This design comes from an exercise in tuning for small area and few clock cycles on the open sky130 flow, not from production work. Function was checked by simulation only, so behaviour that the tests miss may differ from the original.

--- design/flow/design.v ---
module fat12_walker (
    input  wire        clk,
    input  wire        rst,            
    input  wire        cmd_valid,
    output wire        cmd_ready,
    input  wire [1:0]  cmd_op,         
    input  wire [15:0] cmd_arg,        
    input  wire        med_present,
    input  wire [20:0] med_size,
    output reg         med_re,
    output reg  [20:0] med_addr,
    input  wire [7:0]  med_rdata,      
    output reg         out_valid,
    input  wire        out_ready,
    output reg  [20:0] out_cluster,
    output reg  [20:0] out_offset,
    output reg         done,
    output reg         done_ok,
    output reg  [31:0] done_count,
    output reg  [31:0] done_total
);
    localparam OP_CHAIN = 2'd0, OP_ALLOC = 2'd1;    
    localparam S_IDLE = 4'd0,    
               S_G    = 4'd1,    
               S_RI   = 4'd2,    
               S_MAC  = 4'd3,    
               S_DIV  = 4'd4,    
               S_RD2  = 4'd5,    
               S_F    = 4'd6,    
               S_F2   = 4'd7,    
               S_CHS  = 4'd8,    
               S_CH1  = 4'd9,    
               S_CH0  = 4'd10,   
               S_CHH  = 4'd11,   
               S_SS   = 4'd12,   
               S_SCAN = 4'd13,   
               S_FIN  = 4'd14,   
               S_RL   = 4'd15;   
    localparam MO_BPC = 3'd0,    
               MO_FS  = 3'd1,    
               MO_FE  = 3'd2,    
               MO_NF  = 3'd3,    
               MO_DS  = 3'd4,    
               MO_OFF = 3'd5,    
               MO_RSV = 3'd6,    
               MO_RDS = 3'd7;    
    reg [3:0]  st;
    reg [3:0]  gs;
    reg [1:0]  op;
    reg [2:0]  mop;
    reg [5:0]  mi;
    reg [1:0]  dop;              
    reg        bad;              
    reg        tsd;              
    reg        offr;             
    reg        tcd;              
    reg        sok;              
    reg        pa;               
    reg [7:0]  lo;
    reg [4:0]  sreg;             
    reg        p2reg;            
    reg [20:0] fs, fe;           
    reg [20:0] bpc;              
    reg        bpc_big;
    reg [24:0] dst;              
    reg        dst_big;
    reg [31:0] tc;               
    reg        obig;             
    reg [20:0] clu;
    reg [32:0] count;
    reg [21:0] a;                
    wire [15:0] bps  = count[15:0];
    wire [7:0]  spc  = count[23:16];
    wire [7:0]  nfat = count[31:24];
    wire [15:0] fld  = a[15:0];      
    reg [1:0]  ph;
    reg        okr;
    assign cmd_ready = (st == S_IDLE);
    function [34:0] add34(input [33:0] x, input [33:0] y, input ci);
        integer q;
        reg c;
        begin
            c = ci;
            for (q = 0; q < 34; q = q + 1) begin
                add34[q] = x[q] ^ y[q] ^ c;
                c = (x[q] & y[q]) | (c & (x[q] ^ y[q]));
            end
            add34[34] = c;
        end
    endfunction
    function lt34(input [33:0] x, input [33:0] y);
        integer q;
        reg r;
        begin
            r = 1'b0;
            for (q = 0; q < 34; q = q + 1) r = (x[q] ^ y[q]) ? y[q] : r;
            lt34 = r;
        end
    endfunction
    function one16(input [15:0] x);
        integer q;
        reg any, two;
        begin
            any = 1'b0; two = 1'b0;
            for (q = 0; q < 16; q = q + 1) begin
                two = two | (any & x[q]);
                any = any | x[q];
            end
            one16 = any & !two;
        end
    endfunction
    wire bps_p2  = one16(bps);
    wire spc_p2  = one16({8'd0, spc});
    wire nfat_p2 = one16({8'd0, nfat});
    wire [3:0] k  = {|bps[15:8], |{bps[15:12], bps[7:4]},
                     |{bps[15:14], bps[11:10], bps[7:6], bps[3:2]},
                     |{bps[15], bps[13], bps[11], bps[9], bps[7], bps[5], bps[3], bps[1]}};
    wire [2:0] j  = {|spc[7:4], |{spc[7:6], spc[3:2]}, |{spc[7], spc[5], spc[3], spc[1]}};
    wire [2:0] ln = {|nfat[7:4], |{nfat[7:6], nfat[3:2]}, |{nfat[7], nfat[5], nfat[3], nfat[1]}};
    wire [4:0] s_g  = {1'b0, k} + {2'b00, j};
    wire [4:0] s    = sreg;
    wire bpc_p2     = p2reg;
    reg  [24:0] sx;
    reg  [4:0]  sb;
    reg         sr;
    function [15:0] rev16(input [15:0] v);
        integer q;
        begin
            for (q = 0; q < 16; q = q + 1) rev16[q] = v[15 - q];
        end
    endfunction
    wire [24:0] sxi = sr ? {rev16(sx[15:0]), 9'd0} : sx;
    wire [24:0] sh1 = sb[0] ? {sxi[23:0], 1'b0}  : sxi;
    wire [24:0] sh2 = sb[1] ? {sh1[22:0], 2'b0}  : sh1;
    wire [24:0] sh3 = sb[2] ? {sh2[20:0], 4'b0}  : sh2;
    wire [24:0] sh4 = sb[3] ? {sh3[16:0], 8'b0}  : sh3;
    wire [24:0] sh5 = sb[4] ? {sh4[8:0], 16'b0}  : sh4;
    wire        sovf = (sb[0] & sxi[24]) | (sb[1] & |sh1[24:23]) | (sb[2] & |sh2[24:21]) |
                       (sb[3] & |sh3[24:17]) | (sb[4] & |sh4[24:9]);
    wire [24:0] sy  = sr ? {9'd0, rev16(sh5[24:9])} : sh5;
    reg  [1:0]  asel;            
    reg         ten, cin;
    wire [24:0] aa  = (asel == 2'd1) ? dst : (asel == 2'd2) ? {4'd0, out_offset} : 25'd0;
    wire [34:0] sumw = add34({9'd0, aa}, {9'd0, ten ? sy : 25'd0}, cin);
    wire [25:0] sum = sumw[25:0];
    wire        abig = (asel == 2'd2 && obig) || (asel == 2'd1 && dst_big);
    wire        big21 = abig || (ten && sovf) || sum[25] || (|sum[24:21]);
    reg  [15:0] ac;
    wire [34:0] aiw  = add34({18'd0, ac}, {19'd0, ac[15:1]}, 1'b0);
    wire [16:0] ai   = aiw[16:0];
    wire [34:0] aentw = add34({13'd0, fs}, {17'd0, ai}, 1'b0);
    wire [21:0] aent = aentw[21:0];
    wire [34:0] a1w  = add34({12'd0, a}, 34'd0, 1'b1);
    wire [21:0] a1   = a1w[21:0];
    wire [34:0] cm2w     = add34({13'd0, clu}, {13'd0, 21'h1FFFFE}, (st == S_SCAN) || pa);
    wire [20:0] cm2      = cm2w[20:0];
    wire        clu_lt   = (tc[31:21] != 11'd0) || lt34({13'd0, cm2}, {13'd0, tc[20:0]});
    wire        clu_le   = clu_lt;
    wire        clu_ok   = (clu[20:1] != 20'd0) && clu_lt;
    wire        cnt_le   = !lt34({2'b00, tc}, {1'b0, count});      
    wire        steps_ok = sok;
    wire        med_lt   = lt34({13'd0, med_size}, {12'd0, sum[21:0]});
    wire        off_bad  = bpc_p2 ? (big21 || med_lt) : (obig || bpc_big);
    wire        pred     = bpc_p2 && (ech == cn[11:0]) && (cn[20:12] == 9'd0);
    wire [11:0] ech  = clu[0] ? {med_rdata, lo[7:4]} : {med_rdata[3:0], lo};
    wire        ech_end = (ech >= 12'hFF8) || (ech == 12'd0);
    wire [34:0] cnw    = add34({13'd0, clu}, 34'd0, 1'b1);
    wire [20:0] cn     = cnw[20:0];
    wire        cn_ok  = clu_le;
    wire [11:0] esc    = (ph == 2'd1) ? {med_rdata[3:0], lo} : {med_rdata, lo[7:4]};
    wire        s_cmp  = (ph != 2'd0);
    wire        a_in   = lt34({12'd0, a}, {13'd0, fe});
    wire        s_in   = a_in && cn_ok;
    wire        is_alloc = (op == OP_ALLOC);
    wire        n_hit  = is_alloc && (count == {12'd0, bpc});
    wire        o_busy = out_valid && !out_ready;
    wire        s_stall = s_cmp && o_busy;
    wire [34:0] cnt1w  = add34({1'b0, count}, 34'd0, 1'b1);
    wire [32:0] cnt1   = cnt1w[32:0];
    wire [15:0] dd   = (dop == 2'd2) ? {8'd0, spc} : bps;
    wire [16:0] dr   = {fld, tc[31]};
    wire [34:0] dsubw = add34({17'd0, dr}, ~{18'd0, dd}, 1'b1);
    wire [17:0] dsub = {!dsubw[34], dsubw[16:0]};
    wire        dq   = !dsub[17];
    wire [34:0] dsecw = add34({2'b00, tc}, ~{9'd0, dst}, 1'b1);
    wire [32:0] dsec = dsecw[32:0];
    reg  [2:0]  cm;              
    reg         cfast;           
    always @(*) begin
        cm = mop;
        case (st)
            S_G: case (gs)
                4'd3:  cm = MO_BPC;
                4'd5:  cm = MO_RDS;
                4'd7:  cm = MO_FS;
                4'd8:  cm = MO_RSV;
                4'd10: cm = MO_FE;
                4'd11: cm = MO_NF;
                default: cm = mop;
            endcase
            S_F:   cm = MO_DS;
            S_CHS: cm = MO_OFF;
            default: cm = mop;
        endcase
        case (cm)
            MO_NF:  cfast = nfat_p2;
            MO_OFF: cfast = bpc_p2;
            MO_RSV, MO_RDS: cfast = 1'b1;
            default: cfast = bps_p2;
        endcase
    end
    reg mbit;
    always @(*) begin
        case (cm)
            MO_NF:  mbit = nfat[mi[2:0]];
            MO_OFF: mbit = bpc[mi[4:0]];
            default: mbit = bps[mi[3:0]];
        endcase
    end
    wire first = (st != S_MAC) || (mi == 6'd0);
    wire [5:0] mlast = (cm == MO_NF) ? 6'd7 : (cm == MO_OFF) ? 6'd20 : 6'd15;
    always @(*) begin
        sx = 25'd0; sb = 5'd0; sr = 1'b0;
        asel = 2'd0; ten = 1'b1; cin = 1'b0;
        case (cm)
            MO_BPC: begin sx = {17'd0, fld[7:0]}; sb = cfast ? {1'b0, k} : mi[4:0]; end
            MO_FS:  begin sx = {9'd0, fld};       sb = cfast ? {1'b0, k} : mi[4:0]; end
            MO_FE:  begin sx = {9'd0, fld};       sb = cfast ? {1'b0, k} : mi[4:0]; asel = 2'd2; end
            MO_NF:  begin sx = {9'd0, fld};       sb = cfast ? {2'b0, ln} : mi[4:0]; asel = 2'd1; end
            MO_DS:  begin sx = dst;               sb = cfast ? {1'b0, k} : mi[4:0]; end
            MO_OFF: begin sx = {4'd0, cm2};       sb = cfast ? s : mi[4:0]; asel = first ? 2'd1 : 2'd2; end
            MO_RSV: begin sx = {9'd0, fld};       sb = 5'd0; asel = 2'd1; end
            default: begin  
                sx = {9'd0, fld};
                if (k > 4'd5) begin sr = 1'b1; sb = {1'b0, k - 4'd5}; cin = sovf; end
                else                  sb = {2'b0, 3'd5 - k[2:0]};
            end
        endcase
        if (st == S_MAC) begin
            ten = mbit;
            if (!first) asel = (cm == MO_NF) ? 2'd1 : 2'd2;
        end
        if (st == S_CH1 || st == S_CH0) begin
            sx = 25'd1; sb = s; sr = 1'b0;
            asel = 2'd2; ten = 1'b1; cin = 1'b0;
        end
        if (st == S_RD2) begin
            asel = 2'd1; ten = 1'b0; cin = (fld != 16'd0);
        end
    end
    reg [5:0] ia;
    always @(*) begin
        case (gs)
            4'd0:  ia = 6'h0C;
            4'd1:  ia = 6'h0D;
            4'd2:  ia = 6'h11;
            4'd3:  ia = 6'h12;
            4'd4:  ia = 6'h0E;
            4'd5:  ia = 6'h0F;
            4'd6:  ia = 6'h10;
            4'd7:  ia = 6'h16;
            4'd8:  ia = 6'h17;
            4'd9:  ia = 6'h14;
            4'd10: ia = 6'h13;
            4'd11: ia = 6'h23;
            4'd12: ia = 6'h22;
            4'd13: ia = 6'h21;
            4'd14: ia = 6'h20;
            default: ia = 6'h23;
        endcase
    end
    reg fin, fin_ok;
    always @(*) begin
        fin = 1'b0; fin_ok = 1'b1;
        case (st)
            S_CH0: if (!a_in || ech_end) fin = 1'b1;
            S_SCAN: begin
                if (n_hit) fin = 1'b1;
                else if (s_cmp && !s_in) begin fin = 1'b1; fin_ok = !is_alloc; end
            end
            S_FIN: begin fin = 1'b1; fin_ok = okr; end
            default: ;
        endcase
    end
    wire drained = !o_busy;
    always @(*) begin
        done        = fin && drained;
        done_ok     = fin_ok;
        done_count  = count[31:0];
        done_total  = tc;
        out_cluster = clu;
        med_re      = 1'b1;
    end
    always @(*) begin
        ac = (st == S_SS) ? 16'd2 : clu[15:0];
        case (st)
            S_IDLE: med_addr = 21'h0B;
            S_G, S_RI: med_addr = {15'd0, ia};
            S_RL: med_addr = mi[0] ? 21'h11 : 21'h12;
            S_CHS, S_SS: med_addr = aent[20:0];
            S_CH1: med_addr = a1[20:0];
            S_CH0: med_addr = clu[0] ? a1[20:0] : a[20:0];    
            S_SCAN: med_addr = (s_stall || n_hit) ? a[20:0] : a1[20:0];
            default: med_addr = a[20:0];
        endcase
    end
    always @(posedge clk) begin
        if (rst) begin
            st        <= S_IDLE;
            out_valid <= 1'b0;
        end else begin
            if (out_ready) out_valid <= 1'b0;
            if (fin) begin
                okr <= fin_ok;
                st  <= drained ? S_IDLE : S_FIN;
            end
            case (st)
                S_IDLE: if (cmd_valid) begin
                    op    <= cmd_op;
                    clu   <= {5'd0, cmd_arg};
                    bpc   <= {5'd0, cmd_arg};
                    gs    <= 4'd0;
                    bad   <= 1'b0;
                    tsd   <= 1'b0;
                    tcd   <= 1'b0;
                    offr  <= 1'b0;
                    sok   <= 1'b1;
                    pa    <= 1'b0;
                    if (!med_present || med_size < 21'd512) begin
                        okr <= 1'b0;
                        st  <= S_FIN;
                    end else
                        st <= S_G;
                end
                S_G: begin
                    gs <= gs + 4'd1;
                    case (gs)
                        4'd0: lo <= med_rdata;
                        4'd1: count[15:0] <= {med_rdata, lo};                        
                        4'd2: begin count[23:16] <= med_rdata; a[15:0] <= {8'd0, med_rdata}; end   
                        4'd4: a[15:0] <= {med_rdata, lo};                            
                        4'd6: a[15:0] <= {med_rdata, lo};                            
                        4'd7: count[31:24] <= med_rdata;                             
                        4'd9: begin a[15:0] <= {med_rdata, lo}; tc <= 32'd0; end     
                        4'd10, 4'd11, 4'd12, 4'd13, 4'd14, 4'd15: tc <= {tc[23:0], med_rdata};
                        default: lo <= med_rdata;
                    endcase
                    case (gs)
                        4'd3: begin
                            if (bps == 16'd0 || spc == 8'd0) bad <= 1'b1;
                            if (cfast) begin
                                if (op == OP_CHAIN) begin bpc <= sum[20:0]; bpc_big <= big21; end
                            end else begin mop <= MO_BPC; mi <= 6'd0; st <= S_MAC; gs <= gs; end
                        end
                        4'd5: begin
                            if (bps_p2) dst <= sum[24:0];
                            else begin mi <= 6'd0; st <= S_RL; gs <= gs; end
                        end
                        4'd7: begin
                            if (cfast) begin
                                fs <= sum[20:0]; if (big21) bad <= 1'b1;
                                out_offset <= sum[20:0]; obig <= big21;
                            end else begin mop <= MO_FS; mi <= 6'd0; st <= S_MAC; gs <= gs; end
                        end
                        4'd8: begin
                            if (nfat == 8'd0) bad <= 1'b1;
                            dst <= sum[24:0];
                        end
                        4'd10: begin
                            if (fld == 16'd0) bad <= 1'b1;
                            if (cfast) begin fe <= sum[20:0]; if (big21) bad <= 1'b1; end
                            else begin mop <= MO_FE; mi <= 6'd0; st <= S_MAC; gs <= gs; end
                        end
                        4'd11: begin
                            if (cfast) dst <= sum[24:0];
                            else begin mop <= MO_NF; mi <= 6'd0; st <= S_MAC; gs <= gs; end
                            if ({tc[7:0], med_rdata} != 16'd0) st <= cfast ? S_F : S_MAC;
                        end
                        4'd15: st <= S_F;
                        default: ;
                    endcase
                end
                S_RI: begin
                    gs <= gs + 4'd1;
                    st <= (gs == 4'd11 && tc[15:0] != 16'd0) ? S_F : S_G;
                end
                S_MAC: begin
                    mi <= mi + 6'd1;
                    case (cm)
                        MO_NF: dst <= sum[24:0];
                        default: begin
                            out_offset <= sum[20:0];
                            if (cm != MO_OFF || pa) obig <= big21 || (!first && obig);
                        end
                    endcase
                    if (mi == mlast) begin
                        case (cm)
                            MO_BPC: begin
                                if (op == OP_CHAIN) begin bpc <= sum[20:0]; bpc_big <= big21 || (!first && obig); end
                                st <= S_RI;
                            end
                            MO_FS: begin fs <= sum[20:0]; if (big21 || (!first && obig)) bad <= 1'b1; st <= S_RI; end
                            MO_FE: begin fe <= sum[20:0]; if (big21 || (!first && obig)) bad <= 1'b1; st <= S_RI; end
                            MO_NF: st <= S_RI;
                            MO_DS: begin dst <= {4'd0, sum[20:0]}; dst_big <= big21 || (!first && obig); mi <= 6'd0; st <= S_F2; end
                            default: begin    
                                if (pa) begin
                                    obig <= big21 || obig || med_lt;
                                    pa   <= 1'b0;
                                    mi   <= 6'd0;
                                end else begin
                                    offr <= 1'b1;
                                    st   <= S_CHS;
                                end
                            end
                        endcase
                    end
                end
                S_DIV: begin
                    mi  <= mi + 6'd1;
                    a[15:0] <= dq ? dsub[15:0] : dr[15:0];
                    tc  <= {tc[30:0], dq};
                    if (mi == ((dop == 2'd0) ? 6'd36 : 6'd31)) begin
                        case (dop)
                            2'd0: st <= S_RD2;
                            2'd1: begin tsd <= 1'b1; st <= S_F; end
                            default: st <= S_F2;
                        endcase
                        if (dop == 2'd0) dst <= {tc[23:0], dq};
                        if (dop == 2'd2) tcd <= 1'b1;
                    end
                end
                S_RL: begin
                    mi <= mi + 6'd1;
                    tc <= (mi == 6'd0) ? 32'd0 : {tc[23:0], med_rdata};
                    if (mi == 6'd2) begin
                        a[15:0] <= 16'd0;
                        dop <= 2'd0; mi <= 6'd0; st <= S_DIV;
                    end
                end
                S_RD2: begin
                    dst <= sum[24:0];
                    st  <= S_RI;
                end
                S_F: begin
                    if (tc == 32'd0 && !tsd) begin
                        tc  <= {11'd0, med_size};
                        a[15:0] <= 16'd0;
                        dop <= 2'd1; mi <= 6'd0; st <= S_DIV;
                    end else begin
                        tc <= (dsec[32] || dsec == 33'd0) ? 32'd0 : dsec[31:0];
                        if (bad || lt34({13'd0, med_size}, {13'd0, fe})) begin
                            okr <= 1'b0;
                            st  <= S_FIN;
                        end else if (op != OP_CHAIN || cfast) begin
                            dst <= {4'd0, sum[20:0]}; dst_big <= big21;
                            mi  <= 6'd0;
                            st  <= S_F2;
                        end else begin
                            mop <= MO_DS; mi <= 6'd0; st <= S_MAC;
                        end
                    end
                end
                S_F2: begin
                    if (tcd || (spc_p2 && mi[2:0] == j)) begin
                        count <= 33'd0;
                        sreg  <= s_g;
                        p2reg <= bps_p2 && spc_p2;
                        if (op == OP_CHAIN) st <= S_CHS;
                        else if (is_alloc && bpc == 21'd0) begin okr <= 1'b1; st <= S_FIN; end
                        else st <= S_SS;
                    end else if (spc_p2) begin
                        tc <= {1'b0, tc[31:1]};
                        mi <= mi + 6'd1;
                    end else begin
                        a[15:0] <= 16'd0;
                        dop <= 2'd2; mi <= 6'd0; st <= S_DIV;
                    end
                end
                S_CHS: if (!o_busy) begin
                    a <= aent;
                    if (!bpc_p2 && !offr && clu_ok && steps_ok && !bpc_big) begin
                        mop <= MO_OFF; mi <= 6'd0; pa <= 1'b1; st <= S_MAC;
                    end else begin
                        if (!offr) begin out_offset <= sum[20:0]; obig <= big21; end
                        st <= S_CH1;
                    end
                end
                S_CH1: begin
                    lo <= med_rdata;
                    if (!clu_ok || !steps_ok) begin okr <= 1'b1; st <= S_FIN; end
                    else if (off_bad) begin okr <= 1'b0; st <= S_FIN; end
                    else begin
                        if (o_busy) st <= S_CHS;
                        else begin
                            out_valid <= 1'b1;
                            count <= cnt1[32:0];
                            sok   <= cnt_le;
                            a  <= a1;
                            st <= S_CH0;
                        end
                    end
                end
                S_CH0: if (!fin) begin
                    if (o_busy) st <= S_CHH;
                    else begin
                        clu  <= {9'd0, ech};
                        offr <= 1'b0;
                        if (pred) begin
                            a          <= clu[0] ? a1 : a;
                            out_offset <= sum[20:0];
                            obig       <= big21;
                            st         <= S_CH1;
                        end else
                            st <= S_CHS;
                    end
                end
                S_CHH: st <= S_CH0;
                S_SS: begin
                    a   <= aent;
                    clu <= 21'd1;
                    ph  <= 2'd0;
                    out_offset <= 21'd0;
                    st  <= S_SCAN;
                end
                S_SCAN: if (!fin && !s_stall) begin
                    a  <= a1;
                    lo <= med_rdata;
                    ph <= (ph == 2'd1) ? 2'd2 : (ph == 2'd2) ? 2'd0 : 2'd1;
                    if (s_cmp) begin
                        clu <= cn;
                        if (esc == 12'd0) begin
                            count <= cnt1[32:0];
                            if (is_alloc) out_valid <= 1'b1;
                        end
                    end
                end
                S_FIN: ;
                default: st <= S_IDLE;
            endcase
        end
    end
endmodule
--- design/flow/run.sh ---
#!/bin/bash
# synth_recipe.tcl (not shown) runs the flow's synth.tcl, then flattens the netlist and writes it again
# the make line also repeats each setting of config.mk as NAME=value (left out here)
make -C /OpenROAD-flow-scripts/flow DESIGN_CONFIG=/design/flow/config.mk WORK_HOME=/design/flow/orfs CLKGATE_MAP_FILE= SYNTH_SCRIPT=/design/flow/synth_recipe.tcl finish
--- design/flow/config.mk ---
export PLATFORM = sky130hd
export DESIGN_NAME = fat12_walker
export DESIGN_NICKNAME = fat12_walker
export VERILOG_FILES = /design/flow/design.v
export SDC_FILE = /design/flow/constraint.sdc
export NUM_CORES = 4
export LEC_CHECK = 0
export CAP_MARGIN = 20
export CORE_MARGIN = 2
export CORE_UTILIZATION = 55
export CTS_CLUSTER_DIAMETER = 100
export CTS_CLUSTER_SIZE = 20
export SLEW_MARGIN = 20
--- design/flow/constraint.sdc ---
create_clock -name core_clock -period 20.0 [get_ports {clk}]
set_input_delay 4.0000 -clock core_clock [delete_from_list [all_inputs] [get_ports {clk}]]
set_output_delay 4.0000 -clock core_clock [all_outputs]
set_load 0.01 [all_outputs]
==> results.txt, run 1 <==
CP Data Required Time=20.25 ns; initial antenna violation count=2; CTS Hold Bufs=0; Area Growth Syn to Fin=12.0%; fin crit period=19.28 ns; hold-critical path depth=2; final worst-path cycle share=96.4%; post-route setup TNS=0 ns; Setup WS pre-CTS=0.184 ns; clock slew at reported path FFs=0.10 ns; Worst-Margin Slew=1.27 ns; async set-reset flop share out of synthesis=0%; post-synthesis cell count=2722; number of global-route vias before repair=24478; non-filler instance count after layout=3427; Crit path arrival time=19.53 ns; DR vias=25369; Top FF cell, synth=edfxtp_1; CP Launch Type=flop; final hold viol count=0; die width=217 um; total nets after synthesis=2996; Worst Clk Skew=0.0452 ns; wire per inst=33.4 um; worst-skew pair later-pin latency=0.57 ns; Initial Util=55.5%; GRT Overall Usage=47.9%; H-tree levels=1; Synth Area per Inst=9.21 sq um; core area=45200 sq um; status=complete, no violations; Top Ports=184; Root Buffer=clkbuf_16; largest net degree at the start of global routing=58; crit-path max cell delay=0.49 ns; length in cells of the worst reg-to-reg path=71; final setup violation count=0; Slew Viols, Final=0; clock buffer depth=3; register bit count reported by yosys=271; Synth top area share=31.2%; share of cells above drive strength 1=8.21%; GRT Residual Overflow=0; CTS sink count=271; WS Path Type=reg2reg; number of flops mapped to enable cells by yosys=260; worst hold path type=reg2reg; I/O Buffers=182; drt drc=0; Distinct cells, synth=112; Die Ht=217 um; via/cell ratio=7.40; leading cell type by number of instances after synthesis=nand2_1; Final ANT Viol Nets=0; CTS tree=done; Layout Nets=3093; Post-Syn Area=25100 sq um; setup ws final=0.721 ns; Post-Route WL=114000 um; Crit-path slowest cell=or4_4; Ys Warns=1; Cells after DPL=3397; max cap viols=0; global-route wire length before repair=165000 um; largest area contributor in the netlist=edfxtp_1; FP Rows=78; worst-path fanout max=6; CP endpoint kind=flop; register area share after synthesis=32.0%; fmax=51.9 MHz; Initial DRC Count=4622; leading cell types by count after synthesis=nand2_1 (266), edfxtp_1 (260), nor2_1 (220); final RePlAce weighted congestion=1.18; Inserted Clock Buffers=17; DP HPWL=87900 um; Pre-antenna DRT Iters=7; top post-synthesis cells by area=edfxtp_1 (31%), fa_1 (7.6%), ha_1 (6.3%), nand2_1 (4.0%), mux2i_1 (3.8%); die area=47300 sq um; most used cell, CP=ha_1; Max-slew headroom=14.2%
[path summary, 6_finish.rpt]
| path | from | to | slack [ns] |
|---|---|---|---|
| max reg2reg | st[1] | a[19] | 0.72 |
| min reg2reg | lo[0] | count[0] | 0.67 |
| max | st[1] | a[19] | 0.72 |
| min | lo[0] | count[0] | 0.67 |
[cells by family after synthesis]
logic type      synth area share [%]
fa+ha+maj                       15.6
compound gates                  21.8
simple gates                    15.6
flops                           32.0
buf+inv                         7.17
other cells                   0.0150
mux                             5.87
xor+xnor                        1.89
[flip-flops by register name, indices dropped and copies added (netlist names), 5 cells and up]
register	flops
sreg	5
ia	6
clu	21
fe	21
count	33
out_offset	21
dst	25
bpc	21
lo	8
tc	32
fs	21
mi	6
a	22
[worst max-delay path, delay by kind of cell, from the launching register on]
| kind | cells | cell delay [ns] |
|---|---|---|
| flip-flops | 1 | 0.32 |
| adder cells (fa/ha/maj) | 45 | 14.07 |
| XOR/XNOR | 1 | 0.14 |
| AND/OR/NAND/NOR | 7 | 1.53 |
| multiplexers | 3 | 0.47 |
| buffers and inverters | 5 | 0.56 |
| AO/OA/AOI/OAI | 10 | 1.85 |
[metal layers]
layer  vias to the layer above  track usage, %  part of all wire (%)
li1                      10371               -                     -
met1                     12064            59.8                    34
met2                      2347            70.1                    42
met3                       583            15.4                    15
met4                         4            33.8                   9.2
met5                         -               0                 0.066
[layout make-up]
type / instances / area (sq um)
Clock buffer: 24 / 462
Multi-Input combinational cell: 2030 / 15400
Inverter: 214 / 803
Sequential cell: 271 / 8030
Tap cell: 600 / 751
Fill cell: 3856 / 17100
Timing Repair Buffer: 285 / 2620
Clock inverter: 1 / 6.26
Antenna cell: 2 / 5.00
[per-stage QoR]
step / util (%) / instance area [sq um] / hold slack [ns]
2_1_floorplan: - / 25100 / 0.561
5_1_grt: 62.1 / 28100 / 0.697
4_1_cts: 61.9 / 28000 / 0.667
3_3_place_gp: 60.8 / 27500 / 0.637
3_5_place_dp: 60.8 / 27500 / 0.632
6_report: 62.1 / 28100 / 0.671
[what timing repair did]
| action | 4_1_cts | 5_1_grt |
|---|---|---|
| endpoints found under the setup margin | 10 | 60 |
| pin swaps | 0 | 6 |
| buffers inserted | 0 | 2 |
| gates cloned | 0 | 1 |
| resized for setup | 1 | 20 |
| hold endpoints to repair | 0 | 0 |
[cell usage in the layout (no fill, tap or decap), types with 12 or more instances in the layout]
master           synthesis  layout
a211oi_1                26      25
a21oi_1                112     112
a221o_1                 31      31
a221oi_1                34      31
a222oi_1                45      45
a22o_1                  43      43
a22oi_1                 57      57
a31oi_1                 22      20
and2_1                  21      20
and3_1                  16      15
buf_4                   36      98
clkbuf_16                0      17
clkdlybuf4s50_1          0     182
edfxtp_1               260     260
fa_1                    95      88
ha_1                   127     127
inv_1                  211     210
maj3_1                  41      41
mux2_2                  14      14
mux2i_1                 94      93
mux4_2                  13      13
nand2_1                266     266
nand2b_1                30      30
nand3_1                 53      53
nand4_1                 17      17
nor2_1                 220     216
nor2b_1                 27      27
nor3_1                  49      47
nor4_1                  54      54
o211ai_1                15      15
o21ai_0                171     169
o221ai_1                12      12
o22ai_1                 46      43
o31ai_1                 25      25
or3_1                   13      13
xnor2_1                 30      30
xor2_1                  24      24
Testbench counts, summed over its fixed seeds: cycles 72,439.
==> run 2, diff against run 1 <==
--- a/design/flow/config.mk
+++ b/design/flow/config.mk
@@ -7,7 +7,7 @@
 export LEC_CHECK = 0
 export CAP_MARGIN = 20
 export CORE_MARGIN = 2
-export CORE_UTILIZATION = 55
+export CORE_UTILIZATION = 50
 export CTS_CLUSTER_DIAMETER = 100
 export CTS_CLUSTER_SIZE = 20
 export SLEW_MARGIN = 20
==> results.txt, run 2 <==
drt drc=0; clock slew at reported path FFs=0.09 ns; number of flops mapped to enable cells by yosys=260; H-tree levels=1; non-filler instance count after layout=3509; Synth Area in Simple Gates=15.6%; Synth Area in XOR/XNOR=1.89%; CP Launch Type=flop; share of cells above drive strength 1=8.61%; multi-input logic area=15400 sq um; clock buffer depth=3; register area share after synthesis=32.0%; CP endpoint kind=flop; commonest non-fill, non-tap cells in the layout=nand2_1 (266), edfxtp_1 (260), nor2_1 (216); DP HPWL=89600 um; Area Growth Syn to Fin=12.8%; Post-Route WL=116000 um; wire per inst=33.0 um; Die Ht=228 um; Ys Warns=1; Worst-Margin Slew=1.05 ns; I/O Buffers=182; Regs by FF count=count (33), tc (32), dst (25); main combinational cell family by area after synthesis=compound AO/OA/AOI/OAI gates; Pre-antenna DRT Iters=10; leading cell types by count after synthesis=nand2_1 (266), edfxtp_1 (260), nor2_1 (220); crit-path max cell delay=0.58 ns; multiplexer share of the synthesized area=5.87%; GRT Overall Usage=43.4%; worst-path fanout max=8; final setup violation count=0; post-synthesis cell count=2722; Synth top area share=31.2%; CTS sink count=271; Top reg by flops=count; Crit-path slowest cell=or4_4; number of global-route vias before repair=23876; largest net degree at the start of global routing=54; Layout Nets=3099; via/cell ratio=7.14; commonest non-fill, non-tap cell in the layout=nand2_1; Final ANT Viol Nets=0; Crit path arrival time=19.76 ns; leading cell type by number of instances after synthesis=nand2_1; GRT Residual Overflow=0; Max-slew headroom=28.4%; final worst-path cycle share=97.4%; CP Data Required Time=20.28 ns; design area=28300 sq um; Slew Viols, Final=0; Cells after DPL=3471; compound-gate portion of the synthesized area=21.8%; Distinct cells, synth=112; initial antenna violation count=4; final hold viol count=0; Post-Syn Area=25100 sq um; total nets after synthesis=2996; Inserted Clock Buffers=19; fin crit period=19.48 ns; max FFs per register=33; core area=49900 sq um; top post-synthesis cells by area=edfxtp_1 (31%), fa_1 (7.6%), ha_1 (6.3%), nand2_1 (4.0%), mux2i_1 (3.8%); Synth Area per Inst=9.21 sq um; fill count=4553; register bit count reported by yosys=271; async set-reset flop share out of synthesis=0%; CTS tree=done; FF/Latch Area=8030 sq um; Synth Area in Adders=15.6%; worst hold path type=reg2reg; Worst Clk Skew=0.0212 ns; largest area contributor in the netlist=edfxtp_1; Initial Util=50.3%; most used cell, CP=ha_1; Top FF cell, synth=edfxtp_1; placed cell areas=27600 sq um; FP Rows=82; status=complete, no violations; Root Buffer=clkbuf_16; die width=228 um; die area=51900 sq um; CTS Hold Bufs=0; global-route wire length before repair=166000 um; final RePlAce weighted congestion=1.09; WS Path Type=reg2reg; worst-skew pair later-pin latency=0.57 ns; fmax=51.3 MHz; Top Ports=184; Initial DRC Count=4272; max cap viols=0; DR vias=25041; Fin Hold WS=0.694 ns
-- run 2: cell counts after synthesis --
Identical to the previous run, type by type.
-- run 2: through the flow --
step | utilization (%) | setup TNS, ns | setup WS (ns)
after floorplan | - | 0 | 0.303
after global placement | 55.3 | 0 | 0.376
after detailed placement | 55.3 | 0 | 0.219
after CTS | 56.4 | 0 | 0.184
after global routing | 56.7 | -1.01 | -0.0704
final | 56.7 | 0 | 0.520
-- run 2: routing by layer --
layer  routed length (um)  GRT usage [%]  part of all wire (%)
met3                15500           11.6                    13
met2                48900           64.0                    42
met4                 8700           26.2                   7.5
met1                42500           57.0                    37
met5                   80              0                 0.069
-- run 2: final timing paths --
kind         slack, ns  startpoint  cells after the start       end
max               0.52       st[1]                     70      a[8]
max reg2reg       0.52       st[1]                     70      a[8]
min reg2reg       0.69       lo[2]                      1  count[2]
min               0.69       lo[2]                      1  count[2]
-- run 2: kinds of logic (layout without fill, tap and decap cells) --
| group | count (synthesis) | count (layout) |
|---|---|---|
| AOI/OAI and AO/OA | 763 | 763 |
| xor gates and xnor gates | 54 | 54 |
| muxes | 126 | 126 |
| buffers and inverters | 421 | 534 |
| DFF | 271 | 271 |
| adders and majority gates | 264 | 264 |
| and+or+nand+nor | 822 | 822 |
| other | 1 | 3 |
-- run 2: timing repair --
item	CTS	global route
gates resized for setup	0	20
setup endpoints to repair	0	57
buffers inserted	0	4
hold endpoints to repair	0	0
-- run 2: layout make-up --
cell class / count / share of cell area, %
Multi-Input combinational cell: 2030 / 54.5
Clock buffer: 23 / 1.74
Sequential cell: 271 / 28.4
Clock inverter: 8 / 0.239
Timing Repair Buffer: 289 / 9.30
Inverter: 214 / 2.84
Tap cell: 672 / 2.97
Antenna cell: 2 / 0.0177
-- run 2: critical path: cells and delay by family, from the launching register on --
family          cells  cell delay, ns
fa+ha+maj          44           13.88
compound gates     10            1.94
simple gates        7            1.82
buf+inv             6            0.64
mux                 3            0.62
flops               1            0.31
==> run 3, diff against run 2 <==
--- a/design/flow/config.mk
+++ b/design/flow/config.mk
@@ -7,7 +7,7 @@
 export LEC_CHECK = 0
 export CAP_MARGIN = 20
 export CORE_MARGIN = 2
-export CORE_UTILIZATION = 50
+export CORE_UTILIZATION = 60
 export CTS_CLUSTER_DIAMETER = 100
 export CTS_CLUSTER_SIZE = 20
 export SLEW_MARGIN = 20
==> results.txt, run 3 <==
H-tree levels=1; Max-slew headroom=9.80%; leading cell type by number of instances after synthesis=nand2_1; Slew Viols, Final=0; final worst-path cycle share=97.1%; Regs by FF count=count (33), tc (32), dst (25); R2R setup slack=0.59 ns; Post-Syn Area=25100 sq um; Top Ports=184; post-route setup TNS=0 ns; Worst Clk Skew=0.0205 ns; Initial DRC Count=5225; Final ANT Viol Nets=0; CTS sink count=271; die width=208 um; Area Growth Syn to Fin=11.9%; most used cell, CP=ha_1; Worst-Margin Slew=1.34 ns; Crit-path slowest cell=or4_4; Ys Warns=1; die area=43400 sq um; register bit count reported by yosys=271; drt drc=0; wire per inst=34.0 um; length in cells of the worst reg-to-reg path=71; Crit. Startpoint=st[1]; via/cell ratio=7.75; max FFs per register=33; Inserted Clock Buffers=18; status=complete, no violations; Layout Nets=3091; Pre-antenna DRT Iters=9; WS Path Type=reg2reg; commonest non-fill, non-tap cells in the layout=nand2_1 (265), edfxtp_1 (260), nor2_1 (216); non-filler instance count after layout=3360; worst hold path type=reg2reg; CP Launch Type=flop; max cap viols=0; I/O Buffers=182; GRT Overall Usage=51.2%; share of cells above drive strength 1=8.32%; global-route wire length before repair=164000 um; final hold viol count=0; worst-path fanout max=6; final setup violation count=0; register area share after synthesis=32.0%; Critical Path End=a[19]; CTS tree=done; final RePlAce weighted congestion=1.11; number of flops mapped to enable cells by yosys=260; FP Rows=74; Top FF cell, synth=edfxtp_1; Top reg by flops=count; core area=41000 sq um; fmax=51.5 MHz; Distinct cells, synth=112; Die Ht=208 um; Synth Area per Inst=9.21 sq um; worst reg2reg path startpoint=st[1]; total nets after synthesis=2996; worst-skew pair later-pin latency=0.56 ns; number of global-route vias before repair=24865; post-synthesis cell count=2722; commonest non-fill, non-tap cell in the layout=nand2_1; reg-to-reg critical path endpoint=a[19]; GRT Residual Overflow=0; largest net degree at the start of global routing=58; leading cell types by count after synthesis=nand2_1 (266), edfxtp_1 (260), nor2_1 (220); clock slew at reported path FFs=0.09 ns; async set-reset flop share out of synthesis=0%; DP HPWL=86300 um; top post-synthesis cells by area=edfxtp_1 (31%), fa_1 (7.6%), ha_1 (6.3%), nand2_1 (4.0%), mux2i_1 (3.8%); CTS Hold Bufs=0; Root Buffer=clkbuf_16; Fin Hold WS=0.674 ns; Synth top area share=31.2%; Post-Route WL=114000 um; Cells after DPL=3327; Initial Util=61.1%; clock buffer depth=3; initial antenna violation count=3; DR vias=26031; CP endpoint kind=flop; Crit path arrival time=19.66 ns; largest area contributor in the netlist=edfxtp_1; crit-path max cell delay=0.55 ns; fin crit period=19.41 ns; CP Data Required Time=20.25 ns
==> run 3: cell types whose count changed in the layout (fill, tap and decap cells not counted), moves of 2 or more <==
cell / delta
buf_4: -8
diode_2: +2
fa_2: -2
inv_6: -4
fa_1: +2
o21ai_1: -2
==> run 3: cells by family after synthesis <==
| group | share of synthesized area, % |
|---|---|
| multiplexers | 5.87 |
| XOR/XNOR | 1.89 |
| other | 0.0150 |
| flip-flops | 32.0 |
| AND/OR/NAND/NOR | 15.6 |
| AO/OA/AOI/OAI | 21.8 |
| adder cells (fa/ha/maj) | 15.6 |
| buffers and inverters | 7.17 |
==> run 3: worst min-delay path by stage <==
stage | startpoint | end | slack, ns | cells after the start
6_report | lo[0] | count[0] | 0.67 | 2
5_1_grt | lo[0] | count[0] | 0.71 | 2
4_1_cts | lo[0] | count[0] | 0.66 | 2
3_5_place_dp | lo[0] | count[0] | 0.64 | 2
3_3_place_gp | lo[1] | count[1] | 0.64 | 1
2_1_floorplan | lo[0] | count[0] | 0.56 | 2
==> run 3: layout make-up <==
type / count / area [sq um]
inverters: 214 / 803
well taps: 532 / 666
clock buffers: 24 / 494
repair buffers: 282 / 2580
diodes: 4 / 10.0
fillers: 3155 / 13000
clock inverters: 3 / 57.6
multi-input cells: 2030 / 15400
flip-flops and latches: 271 / 8030
==> run 3: timing repair <==
action / in CTS / in global routing
endpoints found under the setup margin: 0 / 60
buffers inserted: 0 / 0
gates resized for setup: 0 / 23
==> run 3: routing by layer <==
metal  track usage, %  vias to the layer above  routed length [um]
met5                0                        -                  39
met4             40.5                        2               11700
met3             18.2                      769               18500
met2             73.7                     2784               46900
met1             62.4                    12101               36900
li1                 -                    10375                   -
==> run 3: worst max-delay path: cells and delay by family, from the launching register on <==
| kind | cells | cell delay (ns) |
|---|---|---|
| adder cells (fa/ha/maj) | 45 | 14.09 |
| AO/OA/AOI/OAI | 10 | 1.88 |
| AND/OR/NAND/NOR | 7 | 1.60 |
| buffers and inverters | 5 | 0.56 |
| multiplexers | 3 | 0.49 |
| flip-flops | 1 | 0.32 |
| XOR/XNOR | 1 | 0.14 |
==> run 3: metrics by stage <==
step,setup WS (ns),utilization [%],cell area [sq um]
after CTS,0.0119,68.1,27900
after global routing,-0.00779,68.4,28000
after floorplan,0.303,-,25100
after global placement,0.388,66.7,27400
final,0.586,68.4,28100
after detailed placement,0.119,66.7,27400
==> run 4, diff against run 3 <==
--- a/design/flow/design.v
+++ b/design/flow/design.v
@@ -53,7 +53,6 @@
     reg        bad;              
     reg        tsd;              
     reg        offr;             
-    reg        tcd;              
     reg        sok;              
     reg        pa;               
     reg [7:0]  lo;
@@ -322,7 +321,6 @@
                     gs    <= 4'd0;
                     bad   <= 1'b0;
                     tsd   <= 1'b0;
-                    tcd   <= 1'b0;
                     offr  <= 1'b0;
                     sok   <= 1'b1;
                     pa    <= 1'b0;
@@ -427,7 +425,7 @@
                             default: st <= S_F2;
                         endcase
                         if (dop == 2'd0) dst <= {tc[23:0], dq};
-                        if (dop == 2'd2) tcd <= 1'b1;
+                        if (dop == 2'd2) tsd <= 1'b1;
                     end
                 end
                 S_RL: begin
@@ -449,6 +447,7 @@
                         dop <= 2'd1; mi <= 6'd0; st <= S_DIV;
                     end else begin
                         tc <= (dsec[32] || dsec == 33'd0) ? 32'd0 : dsec[31:0];
+                        tsd <= 1'b0;
                         if (bad || lt34({13'd0, med_size}, {13'd0, fe})) begin
                             okr <= 1'b0;
                             st  <= S_FIN;
@@ -462,7 +461,7 @@
                     end
                 end
                 S_F2: begin
-                    if (tcd || (spc_p2 && mi[2:0] == j)) begin
+                    if (tsd || (spc_p2 && mi[2:0] == j)) begin
                         count <= 33'd0;
                         sreg  <= s_g;
                         p2reg <= bps_p2 && spc_p2;
==> results.txt, run 4 <==
status=complete, no violations; fmax=51.4 MHz; Post-Route WL=118000 um; Ys Warns=1; WS Path Type=reg2reg; die area=44300 sq um; post-synthesis cell count=2818; fin crit period=19.44 ns; final hold viol count=0; Initial DRC Count=5594; Crit path arrival time=19.70 ns; CP Launch Type=flop; CP endpoint kind=flop; Top reg by flops=count; largest area contributor in the netlist=edfxtp_1; Regs by FF count=count (33), tc (32), dst (25); worst reg2reg path startpoint=st[0]; Root Buffer=clkbuf_16; final RePlAce weighted congestion=1.13; Inserted Clock Buffers=18; worst-path fanout max=8; Pre-antenna DRT Iters=11; number of global-route vias before repair=25002; register area share after synthesis=31.3%; Synth Area per Inst=9.07 sq um; top post-synthesis cells by area=edfxtp_1 (30%), fa_1 (7.4%), ha_1 (6.2%), nand2_1 (3.8%), a21oi_1 (3.3%); DP HPWL=87500 um; source of the worst hold timing path=gs[0]; total nets after synthesis=3092; reg-to-reg critical path endpoint=a[3]; largest net degree at the start of global routing=58; CTS sink count=270; Util after Layout=68.0%; Hold EP=gs[0]; final worst-path cycle share=97.2%; drt drc=0; commonest non-fill, non-tap cell in the layout=edfxtp_1; GRT Residual Overflow=0; global-route wire length before repair=167000 um; Worst Clk Skew=0.0329 ns; fill count=3372; Die Ht=210 um; GRT Overall Usage=51.8%; commonest non-fill, non-tap cells in the layout=edfxtp_1 (259), nand2_1 (257), nor2_1 (214); CP Data Required Time=20.26 ns; register bit count reported by yosys=270; Top Ports=184; core area=42000 sq um; worst-skew pair later-pin latency=0.57 ns; wire per inst=34.2 um; length in cells of the worst reg-to-reg path=76; Post-Syn Area=25600 sq um; R2R setup slack=0.56 ns; Max-slew headroom=11.1%; Initial Util=60.8%; Worst-Margin Slew=1.33 ns; Area Growth Syn to Fin=11.8%; Layout Nets=3167; Final ANT Viol Nets=0; Synth top area share=30.4%; Slew Viols, Final=0; leading cell type by number of instances after synthesis=edfxtp_1; CTS tree=done; I/O Buffers=182; Fin Hold WS=0.700 ns; max cap viols=0; clock slew at reported path FFs=0.09 ns; async set-reset flop share out of synthesis=0%; crit-path max cell delay=0.47 ns; leading cell types by count after synthesis=edfxtp_1 (259), nand2_1 (257), nor2_1 (221); hold-critical path depth=1; max FFs per register=33; Top FF cell, synth=edfxtp_1; Distinct cells, synth=105; number of flops mapped to enable cells by yosys=259; H-tree levels=1; die width=210 um; FP Rows=75; via/cell ratio=7.79; Crit-path slowest cell=fa_1; share of cells above drive strength 1=8.72%; most used cell, CP=ha_1; DR vias=26827; final setup violation count=0; initial antenna violation count=4; clock buffer depth=3; worst hold path type=reg2reg
## run 4: cell types whose count changed in the layout (fill, tap and decap cells not counted), sizes merged, moves of 11 or more
cell and delta:
a21oi +58, o31ai +13, a221oi +11, mux2i -38
a221o +24, nor4 +12, o22ai -16
## run 4: critical path, delay by kind of cell, from the launching register on
| family | cells | cell delay, ns |
|---|---|---|
| muxes | 1 | 0.33 |
| DFF | 1 | 0.36 |
| and+or+nand+nor | 11 | 1.72 |
| buffers and inverters | 8 | 0.80 |
| xor gates and xnor gates | 1 | 0.16 |
| AOI/OAI and AO/OA | 10 | 2.05 |
| adders and majority gates | 45 | 13.70 |
## run 4: what timing repair did
action / CTS / global route
hold endpoints to repair: 0 / 0
buffers inserted: 0 / 4
endpoints found under the setup margin: 0 / 62
hold buffers: 0 / 0
gates resized for setup: 0 / 30
## run 4: per-layer routing
| metal | vias up | track usage, % | part of all wire, % |
|---|---|---|---|
| met4 | 6 | 34.8 | 9.2 |
| met3 | 748 | 22.6 | 18 |
| met1 | 12546 | 65.0 | 33 |
| li1 | 10727 | - | - |
| met5 | - | 0.334 | 0.048 |
| met2 | 2800 | 71.9 | 40 |
## run 4: how the worst max path moves through the flow
stage / slack (ns) / end / cells after the start / start
2_1_floorplan: 0.36 / count[0] / 77 / st[3]
3_3_place_gp: 0.39 / count[10] / 76 / st[0]
3_5_place_dp: 0.18 / count[10] / 76 / st[0]
4_1_cts: 0.08 / count[24] / 76 / st[0]
5_1_grt: -0.05 / a[2] / 75 / st[0]
6_report: 0.56 / a[3] / 76 / st[0]
## run 4: layout make-up
cell class | count | area (sq um) | share of cell area [%]
sequential | 270 | 8000 | 28.0
antenna | 3 | 7.51 | 0.0263
clock buffer | 22 | 475 | 1.66
clock inverter | 5 | 53.8 | 0.188
tap | 539 | 674 | 2.36
timing repair buffer | 289 | 2660 | 9.32
multi-input combinational | 2098 | 15900 | 55.6
inverter | 216 | 811 | 2.84
## run 4: through the flow
step	setup TNS, ns	std cells	cell area, sq um	setup slack (ns)
2_1_floorplan	0	2818	25600	0.360
3_3_place_gp	0	3404	27800	0.395
3_5_place_dp	0	3404	27800	0.176
4_1_cts	0	3431	28400	0.0797
5_1_grt	-0.422	3439	28600	-0.0459
6_report	0	3442	28600	0.561
## run 4: logic make-up after synthesis
group | after synthesis | share of synthesized area, %
flip-flops | 270 | 31.3
other | 1 | 0.0147
multiplexers | 93 | 4.46
XOR/XNOR | 52 | 1.78
adder cells (fa/ha/maj) | 266 | 15.4
AND/OR/NAND/NOR | 820 | 15.3
buffers and inverters | 450 | 7.31
AO/OA/AOI/OAI | 866 | 24.4
Testbench counts of run 4, summed over its fixed seeds: cycles 72,439.

static timing again, ports no longer ideal:
The results above use ideal ports. As a check the final layouts listed here were re-extracted and re-timed, cells and wires unchanged. Step 1 (the two cells are an assumption about what drives the block):
set clk [get_ports {clk}]
set_driving_cell -lib_cell sky130_fd_sc_hd__clkbuf_16 $clk
set_driving_cell -lib_cell sky130_fd_sc_hd__buf_2 [delete_from_list [all_inputs] $clk]
Step 2 moves the port delays by t, midway between the first and last clock arrival at a register: inputs arrive t later, outputs are due t later. That takes back most of the time a late clock gives input paths. a / b / c = no drivers / after step 1 / after step 2; a / b = the first two.
| run | shift t [ns] | setup WS [ns] | hold slack, ns | worst setup path at the end | worst slew at a driven data input, ns |
|---|---|---|---|---|---|
| run 1 | 0.598 | 0.721 / 0.721 / 0.721 | 0.671 / 0.671 / 0.671 | register to register | 0.04 |
| run 2 | 0.619 | 0.520 / 0.520 / 0.520 | 0.694 / 0.694 / 0.694 | register to register | 0.04 |
| run 3 | 0.605 | 0.586 / 0.586 / 0.586 | 0.674 / 0.674 / 0.674 | register to register | 0.04 |
| run 4 | 0.613 | 0.561 / 0.561 / 0.561 | 0.700 / 0.700 / 0.700 | register to register | 0.04 |
After both steps setup and hold are still met in every run listed.
